From an optimization exercise on the open Yosys and OpenROAD flow, aimed at small area and few clock cycles; shortcuts taken in it are not production practice. The RTL was checked by simulation tests, not by an equivalence proof against the original design. Power figures rest on the tool's default switching activity, not on a simulated workload.

==> v37: inputs <==
==> flow/design.v (excerpt) <==
module mcb_top (
    input  wire        clk,
    input  wire        rst,
    input  wire        cmd_valid,
    output wire        cmd_ready,
    input  wire [31:0] cmd_data,
    output wire        smp_valid,
    input  wire        smp_ready,
    output wire [15:0] smp_data,
    output reg         byte_valid,
    input  wire        byte_ready,
    output wire [7:0]  byte_data,
    output reg         rd_valid,
    input  wire        rd_ready,
    output reg  [31:0] rd_data,
    output wire        irq
);
export LEC_CHECK = 0
export CAP_MARGIN = 0
export CORE_MARGIN = 2
export CORE_UTILIZATION = 55
export GPL_TIMING_DRIVEN = 0
export SLEW_MARGIN = 0
create_clock -name core_clock -period 16.0 [get_ports {clk}]
standard.sh (not shown) runs the stock make flow with config.mk's settings and CLKGATE_MAP_FILE= SYNTH_SCRIPT=/design/flow/synth_recipe.tcl, a recipe that flattens the netlist after the stock synthesis.
==> flow/flow/run.sh <==
#!/bin/bash
# Layout flow: the standard flow (standard.sh) with these changes:
#  - synthesis leaves the adders and comparators to ABC as plain logic (no
#    mapping to the fixed full/half-adder cells first, ADDER_MAP_FILE empty) and
#    maps the logic with an area-oriented ABC script (flow/abc_area.script, with
#    a 60 s &deepsyn run) instead of ORFS's delay-oriented abc_speed.script;
#    the flip-flop mapping and register names are the standard synthesis's;
#  - every input and output port still gets its own buffer, a buf_1 cell;
#  - clock tree synthesis without dummy loads, with clusters of up to 24 sinks.
# Everything else is the standard layout. Each step's full output goes to a
# log file here.
set -euo pipefail
WORK=$(pwd)
# a private copy of ORFS's scripts folder with the ABC script replaced
rm -rf "$WORK/orfs_scripts"
cp -r "$FLOW_HOME/scripts" "$WORK/orfs_scripts"
cp "$WORK/flow/abc_area.script" "$WORK/orfs_scripts/abc_speed.script"
export BUFFER_PORTS_ARGS="-buffer_cell sky130_fd_sc_hd__buf_1"
export CTS_ARGS="-sink_clustering_enable -repair_clock_nets -dont_use_dummy_load -sink_clustering_size 24 -sink_clustering_max_diameter 100"
bash standard.sh synth "SCRIPTS_DIR=$WORK/orfs_scripts" "ADDER_MAP_FILE=" > "$WORK/flow_synth.log" 2>&1
bash standard.sh finish "SCRIPTS_DIR=$WORK/orfs_scripts" > "$WORK/flow_layout.log" 2>&1
test -s "$WORK/out/final.def"
==> flow/flow/abc_area.script <==
strash
&get -n
&fraig -x
&put
dc2
dc2
strash
&get -n
&deepsyn -T 60
&dch -f
&nf -a
&put
==> v32 (differences from v37) <==
--- a/flow/design.v
+++ b/flow/design.v
@@ -14,13 +14,13 @@
     output wire [15:0] smp_data
 );
     reg [6:0]  halves;     
     reg [14:0] scnt;       
     reg [9:0]  sh;         
     reg        pre, post;
-    reg [31:0] bq;         
+    reg [7:0]  bq [0:3];   
     reg [1:0]  rp, wp;
     reg [2:0]  bn;
     reg        pp;         
     assign busy      = (halves != 7'd0);
     assign smp_valid = busy;
     assign byte_full = bn[2];
@@ -35,21 +35,12 @@
     wire done     = half_end && (halves == 7'd1);
     wire next_byte = done && (bn != 3'd0);
     wire next_post = done && (bn == 3'd0) && pp;
     wire direct    = start && (!busy || (done && bn == 3'd0 && !pp));
     wire push_byte = start && !direct && (kind == 2'd2);
     wire push_post = start && !direct && (kind == 2'd3);
-    reg [7:0] bq_head;
-    always @* begin
-        case (rp)
-            2'd0: bq_head = bq[7:0];
-            2'd1: bq_head = bq[15:8];
-            2'd2: bq_head = bq[23:16];
-            default: bq_head = bq[31:24];
-        endcase
-    end
     always @(posedge clk) begin
         if (rst) begin
             halves <= 7'd0;
             bn     <= 3'd0;
             pp     <= 1'b0;
             rp     <= 2'd0;
@@ -74,30 +65,23 @@
             bn <= bn + {2'd0, push_byte} - {2'd0, next_byte};
             if (push_post)      pp <= 1'b1;
             else if (next_post) pp <= 1'b0;
         end
     end
     always @(posedge clk) begin
-        if (push_byte) begin
-            case (wp)
-                2'd0: bq[7:0]   <= arg;
-                2'd1: bq[15:8]  <= arg;
-                2'd2: bq[23:16] <= arg;
-                default: bq[31:24] <= arg;
-            endcase
-        end
+        if (push_byte) bq[wp] <= arg;
         if (direct) begin
             scnt <= 15'd0;
             pre  <= (kind == 2'd0);
             post <= (kind == 2'd3);
             sh   <= (kind == 2'd2) ? {1'b1, arg, 1'b0} : {9'd0, arg[0]};
         end else if (next_byte || next_post) begin
             scnt <= 15'd0;
             pre  <= 1'b0;
             post <= next_post;
-            sh   <= {1'b1, bq_head, 1'b0};
+            sh   <= {1'b1, bq[rp], 1'b0};
         end else if (busy && smp_ready) begin
             if (scnt1 == t_half) begin
                 scnt <= 15'd0;
                 if (!first_half) sh <= {1'b0, sh[9:1]};
             end else begin
                 scnt <= scnt1;
@@ -139,23 +123,23 @@
     reg        thr_ok;        
     reg [14:0] clk_t;
     reg [31:0] bitcnt, bytecnt, skipcnt;
     reg        be;
     reg [14:0] mv;
     reg [1:0]  lvl;
-    reg [15:0] cnt;           
+    reg [16:0] cnt;           
     reg [1:0]  stg;           
     reg [15:0] ncnt;          
     reg        xs;
     reg [4:0]  bufn;
     reg        outl;
     reg        ph;
     reg [3:0]  nb;
     reg [9:0]  sh;
     reg        partial;
-    reg [15:0] bq [0:N_KEEP-1];    
+    reg [16:0] bq [0:N_KEEP-1];    
     reg [4:0]  rd_sel;
     wire       enc_busy, enc_bfull, enc_ppend;
     reg        enc_start;
     mcb_enc u_enc (
         .clk(clk), .rst(rst),
         .start(enc_start), .kind(cmd_data[25:24]), .arg(cmd_data[7:0]),
@@ -235,41 +219,42 @@
     reg [14:0] n_nf, n_clk_t;
     reg        n_thr_ok;
     reg [31:0] n_bitcnt, n_bytecnt, n_skipcnt;
     reg        n_be;
     reg [14:0] n_mv;
     reg [1:0]  n_lvl;
-    reg [15:0] n_cnt;
+    reg [16:0] n_cnt;
     reg [1:0]  n_stg;
     reg [15:0] n_ncnt;
     reg        n_xs;
     reg [4:0]  n_bufn;
     reg        n_outl;
     reg        n_ph;
     reg [3:0]  n_nb;
     reg [9:0]  n_sh;
     reg        n_partial;
-    reg [15:0] n_bq [0:N_KEEP-1];
+    reg [16:0] n_bq [0:N_KEEP-1];
     reg        n_byte_valid, n_rd_valid;
     reg [4:0]  n_rd_sel;
     reg        n_reset;
     reg        raise_en;
     reg [2:0]  raise_code;
     reg [15:0] s;
     reg [16:0] mag;
     reg [1:0]  cls;
-    reg [15:0] d17;
-    reg [15:0] med;
+    reg [16:0] d17;
+    reg [16:0] med;
     reg        consistent, do_insert, do_restart;
     reg [N_KEEP-1:0] gt;
-    reg [15:0] lock_m;
+    reg [16:0] lock_m;
     reg        lng, bitv, smp_done, push_en, push_b, finish_en, desync_en;
-    reg [15:0] cnt1;
+    reg [16:0] cnt1;
     reg [14:0] gap, t_new;
     reg        adv, xreset;
-    reg [16:0] e;
+    reg [17:0] d2;
+    reg [18:0] m3;
     reg [32:0] ebsum;
     integer    i;
     always @* begin
         n_dstate   = dstate;   n_errflags = errflags; n_cause  = cause;
         n_esmp     = esmp;     n_ebyte    = ebyte;    n_cmdcnt = cmdcnt;
         n_enc_t    = enc_t;    n_enc_a    = enc_a;    n_minvol = minvol;
@@ -288,22 +273,22 @@
         n_reset      = 1'b0;
         enc_start    = 1'b0;
         raise_en = 1'b0; raise_code = 3'd0;
         s = imm;
         mag = s[15] ? ({1'b0, ~s} + 17'd1) : {1'b0, s};
         cls = LV_NONE; d17 = cnt;
-        med = 16'd0;
-        consistent = 1'b0; do_insert = 1'b0; do_restart = 1'b0; lock_m = 16'd0;
+        med = 17'd0;
+        consistent = 1'b0; do_insert = 1'b0; do_restart = 1'b0; lock_m = 17'd0;
         lng = 1'b0; bitv = 1'b0; smp_done = 1'b0;
         push_en = 1'b0; push_b = 1'b0; finish_en = 1'b0; desync_en = 1'b0;
         gt = {N_KEEP{1'b0}};
-        cnt1 = cnt + 16'd1;
+        cnt1 = cnt + 17'd1;
         gap = (stg == 2'd0) ? {1'b0, clk_t[14:1]} : (stg == 2'd1) ? clk_t : (clk_t | 15'd1);
-        adv = (stg != 2'd3) && (cnt1 == {1'b0, gap});
+        adv = (stg != 2'd3) && (cnt1 == {2'b0, gap});
         t_new = clk_t; xreset = 1'b0;
-        e = 17'd0;
+        d2 = {cnt, 1'b0}; m3 = 19'd0;
         ebsum = 33'd0;
         if (accept) begin
             n_cmdcnt = sat_inc(cmdcnt);
             if (c_nop) begin
             end else if (c_srst) begin
                 n_reset = 1'b1;
@@ -330,13 +315,13 @@
                 end else begin
                     enc_start = 1'b1;
                 end
             end else if (c_dstart) begin
                 n_smpcnt = 32'd0; n_nf = 15'd0; n_thr_ok = 1'b0; n_clk_t = 15'd0;
                 n_bitcnt = 32'd0; n_bytecnt = 32'd0; n_skipcnt = 32'd0;
-                n_lvl = LV_NONE; n_cnt = 16'd0; n_ncnt = 16'd0; n_xs = 1'b0;
+                n_lvl = LV_NONE; n_cnt = 17'd0; n_ncnt = 16'd0; n_xs = 1'b0;
                 n_bufn = 5'd0; n_outl = 1'b0; n_ph = 1'b0; n_nb = 4'd0; n_partial = 1'b0;
                 n_errflags = errflags & 5'b10001;
                 n_be = ctrl[0];
                 n_mv = minvol;
                 n_dstate = S_ONSET;
             end else if (c_dsmp) begin
@@ -358,26 +343,26 @@
                     if (mag >= thr_c) cls = s[15] ? LV_L : LV_H;
                     else              cls = LV_NONE;
                     if (n_dstate == S_CLOCK) begin
                         if (cls == LV_NONE) begin
                             if (lvl != LV_NONE) n_cnt = cnt1;
                         end else if (lvl == LV_NONE) begin
-                            n_lvl = cls; n_cnt = 16'd1;
+                            n_lvl = cls; n_cnt = 17'd1;
                         end else if (cls == lvl) begin
                             n_cnt = cnt1;
                         end else begin
-                            n_lvl = cls; n_cnt = 16'd1;
+                            n_lvl = cls; n_cnt = 17'd1;
                             if (!xs) begin
                                 n_xs = 1'b1;
                             end else begin
                                 if (bufn == 5'd0) begin
                                     do_restart = 1'b1;
                                 end else begin
                                     med = bq[(bufn - 5'd1) >> 1];
-                                    e = {1'b0, d17} - {2'b0, med[15:1]};
-                                    consistent = !e[16] && (e[15:0] != 16'd0 || !med[0]) && (e[15:0] <= med);
+                                    m3 = {2'b0, med} + {1'b0, med, 1'b0};
+                                    consistent = ({1'b0, med} <= d2) && ({1'b0, d2} <= m3);
                                     if (consistent)   do_insert = 1'b1;
                                     else if (outl)    do_restart = 1'b1;
                                     else              n_outl = 1'b1;
                                 end
                                 if (do_restart) begin
                                     n_bq[0] = d17; n_bufn = 5'd1; n_outl = 1'b0;
@@ -392,26 +377,26 @@
                                         end
                                     end
                                     n_bufn = bufn + 5'd1; n_outl = 1'b0;
                                 end
                                 if (n_bufn == 5'd16) begin
                                     lock_m = n_bq[7];
-                                    if (lock_m != 16'd0 && lock_m[15] == 1'b0) begin
+                                    if (lock_m != 17'd0 && lock_m[16:15] == 2'b00) begin
                                         n_clk_t  = lock_m[14:0];
                                         t_new    = lock_m[14:0];
                                         xreset   = 1'b1;
                                         n_dstate = S_SYNC;
                                         n_ncnt   = 16'd0;
                                     end else begin
                                         n_bufn = 5'd0; n_outl = 1'b0;
                                     end
                                 end
                             end
                         end
                     end else if (dstate == S_SYNC || dstate == S_DATA) begin
-                        n_cnt = adv ? 16'd0 : cnt1;
+                        n_cnt = adv ? 17'd0 : cnt1;
                         n_stg = adv ? stg + 2'd1 : stg;
                         if (cls == LV_NONE) begin
                             n_ncnt = ncnt + 16'd1;
                             if (ncnt == {clk_t, 1'b0}) finish_en = 1'b1;
                         end else if (cls == lvl) begin
                             n_ncnt = 16'd0;
@@ -502,15 +487,15 @@
                 end else begin
                     n_dstate = S_FAIL;
                 end
             end
             if (xreset) begin
                 if (t_new[14:2] == 13'd0 && !(t_new[1] & t_new[0])) begin
-                    n_stg = 2'd1; n_cnt = 16'd0;
+                    n_stg = 2'd1; n_cnt = 17'd0;
                 end else begin
-                    n_stg = 2'd0; n_cnt = {15'd0, ~t_new[0]};
+                    n_stg = 2'd0; n_cnt = {16'd0, ~t_new[0]};
                 end
             end
             if (smp_done) n_smpcnt = sat_inc(smpcnt);
             if (raise_en) begin
                 n_errflags[raise_code] = 1'b1;
                 n_cause    = raise_code;
@@ -524,27 +509,25 @@
         if (rst || n_reset) begin
             dstate <= S_IDLE; errflags <= 5'd0; cause <= 3'd0;
             esmp <= 32'd0; ebyte <= 32'd0; cmdcnt <= 32'd0;
             enc_t <= 15'd0; enc_a <= 15'd24576; minvol <= 15'd2048; ctrl <= 2'd0;
             smpcnt <= 32'd0; nf <= 15'd0; thr_ok <= 1'b0; clk_t <= 15'd0;
             bitcnt <= 32'd0; bytecnt <= 32'd0; skipcnt <= 32'd0;
-            be <= 1'b0; partial <= 1'b0;
+            be <= 1'b0; mv <= 15'd0; lvl <= LV_NONE; cnt <= 17'd0; stg <= 2'd0; ncnt <= 16'd0;
+            xs <= 1'b0; bufn <= 5'd0; outl <= 1'b0; ph <= 1'b0; nb <= 4'd0; partial <= 1'b0;
         end else begin
             dstate <= n_dstate; errflags <= n_errflags; cause <= n_cause;
             esmp <= n_esmp; ebyte <= n_ebyte; cmdcnt <= n_cmdcnt;
             enc_t <= n_enc_t; enc_a <= n_enc_a; minvol <= n_minvol; ctrl <= n_ctrl;
             smpcnt <= n_smpcnt; nf <= n_nf; thr_ok <= n_thr_ok; clk_t <= n_clk_t;
             bitcnt <= n_bitcnt; bytecnt <= n_bytecnt; skipcnt <= n_skipcnt;
-            be <= n_be; partial <= n_partial;
+            be <= n_be; mv <= n_mv; lvl <= n_lvl; cnt <= n_cnt; stg <= n_stg; ncnt <= n_ncnt;
+            xs <= n_xs; bufn <= n_bufn; outl <= n_outl; ph <= n_ph; nb <= n_nb; partial <= n_partial;
         end
     end
     always @(posedge clk) begin
-        mv <= n_mv; lvl <= n_lvl; cnt <= n_cnt; stg <= n_stg; ncnt <= n_ncnt;
-        xs <= n_xs; bufn <= n_bufn; outl <= n_outl; ph <= n_ph; nb <= n_nb;
-    end
-    always @(posedge clk) begin
         if (rst) begin
             byte_valid <= 1'b0;
             rd_valid   <= 1'b0;
         end else begin
             byte_valid <= n_byte_valid;
             rd_valid   <= n_rd_valid;
==> flow/run.sh (new file) <==
#!/bin/bash
# synth_recipe.tcl (not shown) runs the flow's synth.tcl, then flattens the netlist and writes it again
# the make line also repeats each setting of config.mk as NAME=value (left out here)
make -C /OpenROAD-flow-scripts/flow DESIGN_CONFIG=/design/flow/config.mk WORK_HOME=/design/flow/orfs CLKGATE_MAP_FILE= SYNTH_SCRIPT=/design/flow/synth_recipe.tcl finish
==> flow/config.mk (replaced) <==
export PLATFORM = sky130hd
export DESIGN_NAME = mcb_top
export DESIGN_NICKNAME = mcb_top
export VERILOG_FILES = /design/flow/design.v
export SDC_FILE = /design/flow/constraint.sdc
export NUM_CORES = 4
export LEC_CHECK = 0
export CAP_MARGIN = 20
export CORE_MARGIN = 2
export CORE_UTILIZATION = 40
export CTS_BUF_LIST = sky130_fd_sc_hd__clkbuf_4
export GPL_TIMING_DRIVEN = 0
export SLEW_MARGIN = 20
removed: flow/flow/run.sh
removed: flow/flow/abc_area.script
removed: flow/standard.sh
==> results.cfg <==
[yosys]
post_synth.cell_area_avg_sq_um = 8.84
yosys.area_share.adder_pct = 1.38

[floorplan]
floorplan.die.height_microns = 245
initial_utilization_pct = 55.6
floorplan.core_area_sq_um = 57600
well_tap_count = 765
std_cell_rows = 88

[outcome]
check-failures = max-capacitance violations, max-slew violations
outcome = finished with violations

[power]
switching_share_pct = 23.2
power.clock.total_w = 0.000851
power-per-cell-area_nw_per_um2 = 72.3

[timing]
timing_max_transition_violations_final = 7

[flow_run]
maxCapViolations = 1

[worst_setup_path]
r2r.worst_path.cells = 28
critPathRequiredTime_ps = 16520

[hold_path]
timing.hold.worst.start = thr_ok$_SDFFE_PP0P_

[drt]
routed-wl-met3_microns = 11600

[final_layout]
layout_common_cells = 422 x nand2_1, 347 x nor2_1, 347 x dfxtp_1
antenna_cells_inserted = 3

[grt]
grt_first_pass_wirelength_microns = 175000
The numbers above come from v37.

==> results.cfg <==
[flow_run]
maxCapViolations = 0

[timing]
timing_max_transition_violations_final = 0

[drt]
routed-wl-met3_microns = 18000

[floorplan]
std_cell_rows = 118
well_tap_count = 1380

[grt]
grt_first_pass_wirelength_microns = 262000

[final_layout]
layout_common_cells = 520 x nand2_1, 449 x a21oi_1, 412 x dfxtp_1

[yosys]
yosys.area_share.adder_pct = 9.83
post_synth.cell_area_avg_sq_um = 8.43

[power]
power-per-cell-area_nw_per_um2 = 74.1
power.clock.total_w = 0.00153

[outcome]
outcome = complete, no violations

[hold_path]
timing.hold.worst.start = esmp[4]$_SDFFE_PP0P_

[worst_setup_path]
r2r.worst_path.cells = 32
The numbers above come from v32.

Testbench counts of v37, summed over its fixed seeds: cycles 108,164.
Testbench counts of v32, summed over its fixed seeds: cycles 108,164.

## what the ideal ports hide
No port has a modelled driver above. Below, the same layouts with a new extraction and two added sets of constraints. Step 1 sets driving cells, clkbuf_16 on the clock port and buf_2 on the other inputs (assumed; they add their load-dependent delay and slew). Step 2 times the ports against the registers' clock, not the clock port: input delays grow and output delays shrink by t, the midpoint of the rising clock arrivals with the driver on. Slacks: no drivers / after step 1 / after step 2; pairs: no drivers / after step 1.
| run | shift t [ns] | setup slack, ns | worst hold slack (ns) | slew at the worst register clock pin (ns) |
|---|---|---|---|---|
| v37 | 0.697 | 3.857 / 3.898 / 3.201 | 0.475 / 0.475 / 0.475 | 0.11 / 0.11 |
| v32 | 1.183 | 4.322 / 4.351 / 3.168 | 0.457 / 0.457 / 0.457 | 0.08 / 0.08 |
For v32, which loses most, drivers alone change the setup slack by +0.029 ns; drivers and shift together by -1.154 ns.
